This design comes from an exercise in tuning for small area, a short achievable clock period and few clock cycles on the open sky130 flow, not from production work.
RTL that was checked went through simulation tests only; none was proved equivalent to the original.
The clock port is modelled as an ideal driver, which makes a skipped or thinned clock tree look cheaper than it is; a real chip needs a root buffer or a tree.
Power is estimated from default activity; no workload was simulated.

## old
==> flow/design.v <==
module zre_rot (
    input  wire       clk,
    input  wire       rst,
    input  wire       start,
    input  wire [1:0] mode,
    input  wire [4:0] width,      
    input  wire [4:0] height,     
    input  wire       pix_valid,
    input  wire       pix,
    output reg        out_valid,
    output reg  [7:0] out_byte,
    output reg        out_last
);
    reg [1:0]  cfg_mode;
    reg [3:0]  wm1, hm1;           
    reg        busy;               
    reg        in_act;             
    reg [3:0]  ic;                 
    reg [3:0]  oc;                 
    reg        m0_pend;            
    reg        k;                  
    reg [3:0]  p;                  
    reg [4:0]  q;                  
    reg [15:0] col [0:15];
    reg        pv, px;
    reg        fresh;
    always @(posedge clk) begin
        pv    <= pix_valid;
        px    <= pix;
        fresh <= start & ~busy;
    end
    wire m_none = (cfg_mode == 2'd0);
    wire m_cw   = (cfg_mode == 2'd1);
    wire m_180  = (cfg_mode == 2'd3);
    wire transp = cfg_mode[0] ^ cfg_mode[1];
    wire in_done = busy & ~in_act;
    wire [3:0] owm1 = transp ? hm1 : wm1;         
    wire [3:0] ohm1 = transp ? wm1 : hm1;         
    reg        s2;                                 
    wire [3:0] icz = ic ^ {4{m_180}};
    wire [3:0] ic_step = ic ^ {&icz[2:0], &icz[1:0], icz[0], 1'b1};
    wire [3:0] ocz = oc ^ {4{m_cw}};
    wire [3:0] oc_step = oc ^ {&ocz[2:0], &ocz[1:0], ocz[0], 1'b1};
    wire [3:0] pz = p ^ {4{m_cw}};
    wire [3:0] p_step = p ^ {&pz[2:0], &pz[1:0], pz[0], 1'b1};
    wire [4:0] q_inc = q ^ {&q[3:0], &q[2:0], &q[1:0], q[0], 1'b1};
    wire [4:0] q_dec = q ^ {~|q[3:0], ~|q[2:0], ~|q[1:0], ~q[0], 1'b1};
    wire [3:0] w_m1 = width[3:0] ^ {~|width[2:0], ~|width[1:0], ~width[0], 1'b1};
    wire [3:0] h_m1 = height[3:0] ^ {~|height[2:0], ~|height[1:0], ~height[0], 1'b1};
    wire we      = pv & in_act;
    wire row_end = m_180 ? (ic == 4'd0) : (ic == wm1);
    wire last_y  = m_cw ? (oc == 4'd0) : (oc == hm1);
    wire [3:0] wc = transp ? oc : ic;
    integer i;
    always @(posedge clk) begin
        for (i = 0; i < 16; i = i + 1)
            if (we && wc == i[3:0])
                col[i] <= {col[i][14:0], px};
    end
    wire ready    = m_none ? m0_pend : (m_cw ? ~q[4] : in_done);
    wire emit     = busy & ready;
    wire row_last = m_cw ? (p == 4'd0) : (p == ohm1);
    wire k_end    = (k == s2);
    wire row_adv  = emit & ~m_none & k_end;
    wire last_b   = m_none ? in_done : (k_end & row_last);
    reg [7:0] rd;
    integer b;
    always @(*) begin
        for (b = 0; b < 8; b = b + 1) begin
            if (k)
                rd[7 - b] = col[8 + b][p];
            else if (b == 0)
                rd[7 - b] = col[0][m_cw ? q[3:0] : p];
            else
                rd[7 - b] = col[b][p];
            if (!((~k & owm1[3]) | (b[2:0] <= owm1[2:0])))
                rd[7 - b] = 1'b0;
        end
    end
    wire q_up = we & (oc == 4'd0);                 
    wire q_dn = busy & ~q[4] & k_end;              
    always @(posedge clk) begin
        if (rst) begin
            busy      <= 1'b0;
            in_act    <= 1'b0;
            m0_pend   <= 1'b0;
            out_valid <= 1'b0;
        end else begin
            out_valid <= emit;
            m0_pend   <= we & m_none & ((ic[2:0] == 3'd7) | row_end);
            if (!busy) begin
                busy   <= start;
                in_act <= start;
            end else begin
                if (we && row_end && last_y) in_act <= 1'b0;
                if (emit && last_b) busy <= 1'b0;
            end
        end
    end
    always @(posedge clk) begin
        out_byte <= rd;
        out_last <= last_b;
        if (!busy) begin
            cfg_mode <= mode;
            wm1      <= w_m1;
            hm1      <= h_m1;
            k        <= 1'b0;
            q        <= 5'h1f;
        end else if (fresh) begin
            ic       <= m_180 ? wm1 : 4'd0;
            oc       <= m_cw ? hm1 : 4'd0;
            p        <= m_cw ? wm1 : 4'd0;
            s2       <= transp ? hm1[3] : wm1[3];
        end else begin
            if (we) begin
                ic <= row_end ? (m_180 ? wm1 : 4'd0) : ic_step;
                if (row_end)
                    oc <= oc_step;
                if (m_none) k <= ic[3];
            end
            if (emit && !m_none) begin
                k <= ~k & s2;
                if (k_end)
                    p <= p_step;
            end
            if (q_up && !q_dn)
                q <= q_inc;
            else if (q_dn && !q_up)
                q <= q_dec;
        end
    end
endmodule
clock: 10.0 ns
lec_check: 0
cap_margin: 5
core_margin: 2
core_utilization: 65
place_density: 0.75
slew_margin: 5
synth_memory_max_bits: 4096
buffer_ports_args: -buffer_cell sky130_fd_sc_hd__buf_2
pre_cts_tcl: /design/flow/flow/manual_cts.tcl
setup_slack_margin: 7.0
standard.sh (not shown) runs the stock make flow with config.mk's settings and CLKGATE_MAP_FILE= SYNTH_SCRIPT=/design/flow/synth_recipe.tcl, a recipe that flattens the netlist after the stock synthesis.
==> flow/flow/run.sh <==
#!/bin/bash
# The standard ORFS layout (standard.sh: standard synthesis, floorplan,
# placement, CTS, routing) with a few settings of its steps changed:
#  - port buffers are plain buffers (buf_2) instead of the delay cells that
#    buffer_ports picks by itself,
#  - the clock tree is a balanced two-level tree of clkbuf_16 built by
#    flow/manual_cts.tcl (PRE_CTS_TCL) instead of TritonCTS,
#  - repair_timing aims at 7.0 ns of setup slack on the design's 10 ns clock
#    (the SDC is the standard flow's, unchanged).
# make's full output goes to standard.log; ORFS keeps each step's log under
# orfs/logs/.
set -euo pipefail
cat >> config.mk <<EOC
export BUFFER_PORTS_ARGS = -buffer_cell sky130_fd_sc_hd__buf_2
export PRE_CTS_TCL = $PWD/flow/manual_cts.tcl
export SETUP_SLACK_MARGIN = 7.0
EOC
bash standard.sh > standard.log 2>&1
Other scripts of this flow, unchanged in this note and not shown: flow/flow/manual_cts.tcl
In summary, old completed successfully, with a layout that passed the timing, design-rule and antenna checks.
Testbench counts of old, summed over its fixed seeds: cycles 92,706.
[inputs] new vs old
==> flow/design.v <==
module zre_rot (
    input  wire       clk,
    input  wire       rst,
    input  wire       start,
    input  wire [1:0] mode,
    input  wire [4:0] width,      
    input  wire [4:0] height,     
    input  wire       pix_valid,
    input  wire       pix,
    output reg        out_valid,
    output reg  [7:0] out_byte,
    output reg        out_last
);
    reg [1:0]  cfg_mode;
    reg [3:0]  wm1, hm1;           
    reg        busy;               
    reg        in_act;             
    reg [3:0]  ic;                 
    reg [3:0]  oc;                 
    reg        m0_pend;            
    reg        k;                  
    reg [3:0]  p;                  
    reg        s2;                 
    reg [15:0] col [0:15];
    reg        pv, px;
    reg        fresh;
    always @(posedge clk) begin
        pv    <= pix_valid;
        px    <= pix;
        fresh <= start & ~busy;
    end
    wire m_none = (cfg_mode == 2'd0);
    wire m_cw   = (cfg_mode == 2'd1);
    wire m_180  = (cfg_mode == 2'd3);
    wire transp = cfg_mode[0] ^ cfg_mode[1];
    wire in_done = busy & ~in_act;
    wire [3:0] owm1 = transp ? hm1 : wm1;         
    wire [3:0] ohm1 = transp ? wm1 : hm1;         
    wire [3:0] icz = ic ^ {4{m_180}};
    wire [3:0] ic_step = ic ^ {&icz[2:0], &icz[1:0], icz[0], 1'b1};
    wire [3:0] ocz = oc ^ {4{m_cw}};
    wire [3:0] oc_step = oc ^ {&ocz[2:0], &ocz[1:0], ocz[0], 1'b1};
    wire [3:0] pz = p ^ {4{m_cw}};
    wire [3:0] p_step = p ^ {&pz[2:0], &pz[1:0], pz[0], 1'b1};
    wire [3:0] w_m1 = width[3:0] ^ {~|width[2:0], ~|width[1:0], ~width[0], 1'b1};
    wire [3:0] h_m1 = height[3:0] ^ {~|height[2:0], ~|height[1:0], ~height[0], 1'b1};
    wire we      = pv & in_act;
    wire row_end = m_180 ? (ic == 4'd0) : (ic == wm1);
    wire last_y  = m_cw ? (oc == 4'd0) : (oc == hm1);
    wire [3:0] wc = transp ? oc : ic;
    integer i;
    always @(posedge clk) begin
        for (i = 0; i < 16; i = i + 1)
            if (we && wc == i[3:0])
                col[i] <= {col[i][14:0], px};
    end
    wire ready    = m_none ? m0_pend : in_done;
    wire emit     = busy & ready;
    wire row_last = m_cw ? (p == 4'd0) : (p == ohm1);
    wire k_end    = (k == s2);
    wire last_b   = m_none ? in_done : (k_end & row_last);
    reg [7:0] rd;
    integer b;
    always @(*) begin
        for (b = 0; b < 8; b = b + 1) begin
            rd[7 - b] = k ? col[8 + b][p] : col[b][p];
            if (!((~k & owm1[3]) | (b[2:0] <= owm1[2:0])))
                rd[7 - b] = 1'b0;
        end
    end
    always @(posedge clk) begin
        if (rst) begin
            busy      <= 1'b0;
            in_act    <= 1'b0;
            m0_pend   <= 1'b0;
            out_valid <= 1'b0;
        end else begin
            out_valid <= emit;
            m0_pend   <= we & m_none & ((ic[2:0] == 3'd7) | row_end);
            if (!busy) begin
                busy   <= start;
                in_act <= start;
            end else begin
                if (we && row_end && last_y) in_act <= 1'b0;
                if (emit && last_b) busy <= 1'b0;
            end
        end
    end
    always @(posedge clk) begin
        out_byte <= rd;
        out_last <= last_b;
        if (!busy) begin
            cfg_mode <= mode;
            wm1      <= w_m1;
            hm1      <= h_m1;
            k        <= 1'b0;
        end else if (fresh) begin
            ic       <= m_180 ? wm1 : 4'd0;
            oc       <= m_cw ? hm1 : 4'd0;
            p        <= m_cw ? wm1 : 4'd0;
            s2       <= transp ? hm1[3] : wm1[3];
        end else begin
            if (we) begin
                ic <= row_end ? (m_180 ? wm1 : 4'd0) : ic_step;
                if (row_end)
                    oc <= oc_step;
                if (m_none) k <= ic[3];
            end
            if (emit && !m_none) begin
                k <= ~k & s2;
                if (k_end)
                    p <= p_step;
            end
        end
    end
endmodule
--- outcome ---
old has higher first-iteration DRC count than new.
Diff old -> new: routed length per instance went up by 5.6%; clock network fraction of total power went up by 0.2 points; overall via count from detail_route went down by 1.2%; design area went down by 2.5%.
Between old and new, the flow reports power dissipated in the clock network decreasing slightly.
Number of distinct library cell variants in the gate-level netlist after synthesis: new vs old down about 2%
Only the layout flow was run in new; the RTL was not checked for function there. In every run of this note, the design's own scripts or RTL, not TritonCTS, make the clock network.

* * *

Setup of oak:
zre_rot, a different RTL version from the one above (not shown whole).
==> module zre_rot, before the edit <==
module zre_rot (
    input  wire       clk,
    input  wire       rst,
    input  wire       start,
    input  wire [1:0] mode,
    input  wire [4:0] width,      
    input  wire [4:0] height,     
    input  wire       pix_valid,
    input  wire       pix,
    output reg        out_valid,
    output reg  [7:0] out_byte,
    output reg        out_last
);
    reg [1:0]  cfg_mode;
    reg [3:0]  wm1, hm1;           
    reg        busy;               
    reg        in_act;             
    reg [3:0]  wc, xb;
    reg        m0_pend;            
    reg        k;                  
    reg [3:0]  p;                  
    reg [4:0]  q;                  
    reg [15:0] col [0:15];
    reg        pv, px;
    reg        fresh;
    always @(posedge clk) begin
        pv    <= pix_valid;
        px    <= pix;
        fresh <= start & ~busy;
    end
    wire m_none = (cfg_mode == 2'd0);
    wire m_cw   = (cfg_mode == 2'd1);
    wire m_180  = (cfg_mode == 2'd3);
    wire transp = cfg_mode[0] ^ cfg_mode[1];
    wire in_done = busy & ~in_act;
    wire [3:0] owm1 = transp ? hm1 : wm1;         
    wire [3:0] ohm1 = transp ? wm1 : hm1;         
    reg        s2;                                 
    wire [3:0] wcz = wc ^ {4{cfg_mode[0]}};
    wire [3:0] wc_step = wc ^ {&wcz[2:0], &wcz[1:0], wcz[0], 1'b1};
    wire [3:0] xb_inc = xb ^ {&xb[2:0], &xb[1:0], xb[0], 1'b1};
    wire [3:0] pz = p ^ {4{m_cw}};
    wire [3:0] p_step = p ^ {&pz[2:0], &pz[1:0], pz[0], 1'b1};
    wire [4:0] q_inc = q ^ {&q[3:0], &q[2:0], &q[1:0], q[0], 1'b1};
    wire [4:0] q_dec = q ^ {~|q[3:0], ~|q[2:0], ~|q[1:0], ~q[0], 1'b1};
    wire [3:0] w_m1 = width[3:0] ^ {~|width[2:0], ~|width[1:0], ~width[0], 1'b1};
    wire [3:0] h_m1 = height[3:0] ^ {~|height[2:0], ~|height[1:0], ~height[0], 1'b1};
    wire we      = pv & in_act;
    wire wc_zero = (wc == 4'd0);
    wire row_end = transp ? (xb == wm1) : (m_180 ? wc_zero : (wc == wm1));
    wire last_y  = transp ? (m_cw ? wc_zero : (wc == hm1)) : (xb == hm1);
    integer i;
    always @(posedge clk) begin
        for (i = 0; i < 16; i = i + 1)
            if (we && wc == i[3:0])
                col[i] <= {col[i][14:0], px};
    end
    wire ready    = m_none ? m0_pend : (m_cw ? ~q[4] : in_done);
    wire emit     = busy & ready;
    wire row_last = m_cw ? (p == 4'd0) : (p == ohm1);
    wire k_end    = (k == s2);
    wire row_adv  = emit & ~m_none & k_end;
    wire last_b   = m_none ? in_done : (k_end & row_last);
    reg [7:0] rd;
    integer b;
    always @(*) begin
        for (b = 0; b < 8; b = b + 1) begin
            if (k)
                rd[7 - b] = col[8 + b][p];
            else if (b == 0)
                rd[7 - b] = col[0][m_cw ? q[3:0] : p];
            else
                rd[7 - b] = col[b][p];
            if (!((~k & owm1[3]) | (b[2:0] <= owm1[2:0])))
                rd[7 - b] = 1'b0;
        end
    end
    wire q_up = we & wc_zero;                      
    wire q_dn = busy & ~q[4] & k_end;              
    always @(posedge clk) begin
        if (rst) begin
            busy      <= 1'b0;
            in_act    <= 1'b0;
            m0_pend   <= 1'b0;
            out_valid <= 1'b0;
        end else begin
            out_valid <= emit;
            m0_pend   <= we & m_none & ((wc[2:0] == 3'd7) | row_end);
            if (!busy) begin
                busy   <= start;
                in_act <= start;
            end else begin
                if (we && row_end && last_y) in_act <= 1'b0;
                if (emit && last_b) busy <= 1'b0;
            end
        end
    end
    always @(posedge clk) begin
        out_byte <= rd;
        out_last <= last_b;
        if (!busy) begin
            cfg_mode <= mode;
            wm1      <= w_m1;
            hm1      <= h_m1;
            k        <= 1'b0;
            q        <= 5'h1f;
        end else if (fresh) begin
            wc       <= m_180 ? wm1 : (m_cw ? hm1 : 4'd0);
            xb       <= 4'd0;
            p        <= m_cw ? wm1 : 4'd0;
            s2       <= transp ? hm1[3] : wm1[3];
        end else begin
            if (we) begin
                if (transp ? row_end : 1'b1)
                    wc <= (!transp && row_end) ? (m_180 ? wm1 : 4'd0) : wc_step;
                if (transp ? 1'b1 : row_end)
                    xb <= (transp && row_end) ? 4'd0 : xb_inc;
                if (m_none) k <= wc[3];
            end
            if (emit && !m_none) begin
                k <= ~k & s2;
                if (k_end)
                    p <= p_step;
            end
            if (q_up && !q_dn)
                q <= q_inc;
            else if (q_dn && !q_up)
                q <= q_dec;
        end
    end
endmodule
Settings: LEC_CHECK=0, CAP_MARGIN=5, CORE_MARGIN=2, CORE_UTILIZATION=65, PLACE_DENSITY=0.75, SLEW_MARGIN=5, SYNTH_MEMORY_MAX_BITS=4096, BUFFER_PORTS_ARGS=-buffer_cell sky130_fd_sc_hd__buf_2, PRE_CTS_TCL=/design/flow/flow/manual_cts.tcl, SETUP_SLACK_MARGIN=7.25; clock period 10.0 ns.
==> flow/flow/run.sh <==
#!/bin/bash
# The standard ORFS layout (standard.sh: standard synthesis, floorplan,
# placement, CTS, routing) with a few settings of its steps changed:
#  - port buffers are plain buffers (buf_2) instead of the delay cells that
#    buffer_ports picks by itself,
#  - the clock tree is a balanced two-level tree of clkbuf_16 built by
#    flow/manual_cts.tcl (PRE_CTS_TCL) instead of TritonCTS,
#  - repair_timing aims at 7.25 ns of setup slack on the design's 10 ns clock
#    (the SDC is the standard flow's, unchanged).
# make's full output goes to standard.log; ORFS keeps each step's log under
# orfs/logs/.
set -euo pipefail
cat >> config.mk <<EOC
export BUFFER_PORTS_ARGS = -buffer_cell sky130_fd_sc_hd__buf_2
export PRE_CTS_TCL = $PWD/flow/manual_cts.tcl
export SETUP_SLACK_MARGIN = 7.25
EOC
bash standard.sh > standard.log 2>&1
Other scripts of this flow, unchanged in this note and not shown: flow/flow/manual_cts.tcl
## Diff of input files: pine against oak
diff --git a/flow/design.v b/flow/design.v
--- a/flow/design.v
+++ b/flow/design.v
@@ -14,9 +14,10 @@
     reg [1:0]  cfg_mode;
     reg [3:0]  wm1, hm1;           
     reg        busy;               
     reg        in_act;             
-    reg [3:0]  wc, xb;
+    reg [3:0]  ic;                 
+    reg [3:0]  oc;                 
     reg        m0_pend;            
     reg        k;                  
     reg [3:0]  p;                  
     reg [4:0]  q;                  
@@ -35,21 +36,22 @@
     wire in_done = busy & ~in_act;
     wire [3:0] owm1 = transp ? hm1 : wm1;         
     wire [3:0] ohm1 = transp ? wm1 : hm1;         
     reg        s2;                                 
-    wire [3:0] wcz = wc ^ {4{cfg_mode[0]}};
-    wire [3:0] wc_step = wc ^ {&wcz[2:0], &wcz[1:0], wcz[0], 1'b1};
-    wire [3:0] xb_inc = xb ^ {&xb[2:0], &xb[1:0], xb[0], 1'b1};
+    wire [3:0] icz = ic ^ {4{m_180}};
+    wire [3:0] ic_step = ic ^ {&icz[2:0], &icz[1:0], icz[0], 1'b1};
+    wire [3:0] ocz = oc ^ {4{m_cw}};
+    wire [3:0] oc_step = oc ^ {&ocz[2:0], &ocz[1:0], ocz[0], 1'b1};
     wire [3:0] pz = p ^ {4{m_cw}};
     wire [3:0] p_step = p ^ {&pz[2:0], &pz[1:0], pz[0], 1'b1};
     wire [4:0] q_inc = q ^ {&q[3:0], &q[2:0], &q[1:0], q[0], 1'b1};
     wire [4:0] q_dec = q ^ {~|q[3:0], ~|q[2:0], ~|q[1:0], ~q[0], 1'b1};
     wire [3:0] w_m1 = width[3:0] ^ {~|width[2:0], ~|width[1:0], ~width[0], 1'b1};
     wire [3:0] h_m1 = height[3:0] ^ {~|height[2:0], ~|height[1:0], ~height[0], 1'b1};
     wire we      = pv & in_act;
-    wire wc_zero = (wc == 4'd0);
-    wire row_end = transp ? (xb == wm1) : (m_180 ? wc_zero : (wc == wm1));
-    wire last_y  = transp ? (m_cw ? wc_zero : (wc == hm1)) : (xb == hm1);
+    wire row_end = m_180 ? (ic == 4'd0) : (ic == wm1);
+    wire last_y  = m_cw ? (oc == 4'd0) : (oc == hm1);
+    wire [3:0] wc = transp ? oc : ic;
     integer i;
     always @(posedge clk) begin
         for (i = 0; i < 16; i = i + 1)
             if (we && wc == i[3:0])
@@ -74,9 +76,9 @@
             if (!((~k & owm1[3]) | (b[2:0] <= owm1[2:0])))
                 rd[7 - b] = 1'b0;
         end
     end
-    wire q_up = we & wc_zero;                      
+    wire q_up = we & (oc == 4'd0);                 
     wire q_dn = busy & ~q[4] & k_end;              
     always @(posedge clk) begin
         if (rst) begin
             busy      <= 1'b0;
@@ -84,9 +86,9 @@
             m0_pend   <= 1'b0;
             out_valid <= 1'b0;
         end else begin
             out_valid <= emit;
-            m0_pend   <= we & m_none & ((wc[2:0] == 3'd7) | row_end);
+            m0_pend   <= we & m_none & ((ic[2:0] == 3'd7) | row_end);
             if (!busy) begin
                 busy   <= start;
                 in_act <= start;
             end else begin
@@ -104,19 +106,18 @@
             hm1      <= h_m1;
             k        <= 1'b0;
             q        <= 5'h1f;
         end else if (fresh) begin
-            wc       <= m_180 ? wm1 : (m_cw ? hm1 : 4'd0);
-            xb       <= 4'd0;
+            ic       <= m_180 ? wm1 : 4'd0;
+            oc       <= m_cw ? hm1 : 4'd0;
             p        <= m_cw ? wm1 : 4'd0;
             s2       <= transp ? hm1[3] : wm1[3];
         end else begin
             if (we) begin
-                if (transp ? row_end : 1'b1)
-                    wc <= (!transp && row_end) ? (m_180 ? wm1 : 4'd0) : wc_step;
-                if (transp ? 1'b1 : row_end)
-                    xb <= (transp && row_end) ? 4'd0 : xb_inc;
-                if (m_none) k <= wc[3];
+                ic <= row_end ? (m_180 ? wm1 : 4'd0) : ic_step;
+                if (row_end)
+                    oc <= oc_step;
+                if (m_none) k <= ic[3];
             end
             if (emit && !m_none) begin
                 k <= ~k & s2;
                 if (k_end)
## What came out
pine has completed all stages; timing, DRC and antenna checks passed.
Worst hold slack of pine is on par with oak.
pine vs. oak: power lost about 1%, minimum period implied by the final worst setup slack lost 0.0045 ns.
pine vs oak — power share of the clock group dropped 0.4 points.
Comparing oak with pine, the cell area came out essentially unchanged.
Testbench counts of pine, summed over its fixed seeds: cycles 92,706.
For oak, only the layout was checked, not whether the RTL still works. In every run of this note, the design's own scripts or RTL, not TritonCTS, make the clock network.

## separate check: timing with driven ports
The flow's constraints put no driver on any port. The routed layouts listed below were extracted and timed again, unchanged, in two steps.
Step 1 assumes that a clkbuf_16 drives the clock port and a buf_2 every other input.
Step 2 adds t to the input delays and takes it off the output delays; t is the mean of the earliest and latest rising clock arrival at the registers after step 1. Input paths then give back, and output paths get back, about the clock's delay inside the block.
a / b / c = no drivers / after step 1 / after step 2; a / b = the first two.
run	t, ns	setup WS [ns]	clock arrival spread, ns
old	0.397	7.222 / 7.122 / 7.082	0.028 / 0.028
new	0.398	7.211 / 7.129 / 7.074	0.019 / 0.018
oak	0.400	7.242 / 7.145 / 7.149	0.025 / 0.025
pine	0.393	7.247 / 7.151 / 7.193	0.019 / 0.019
After both steps setup and hold are still met in every run listed. The setup slack of old, which loses most, moves by -0.100 ns with the drivers and by -0.140 ns with both steps.
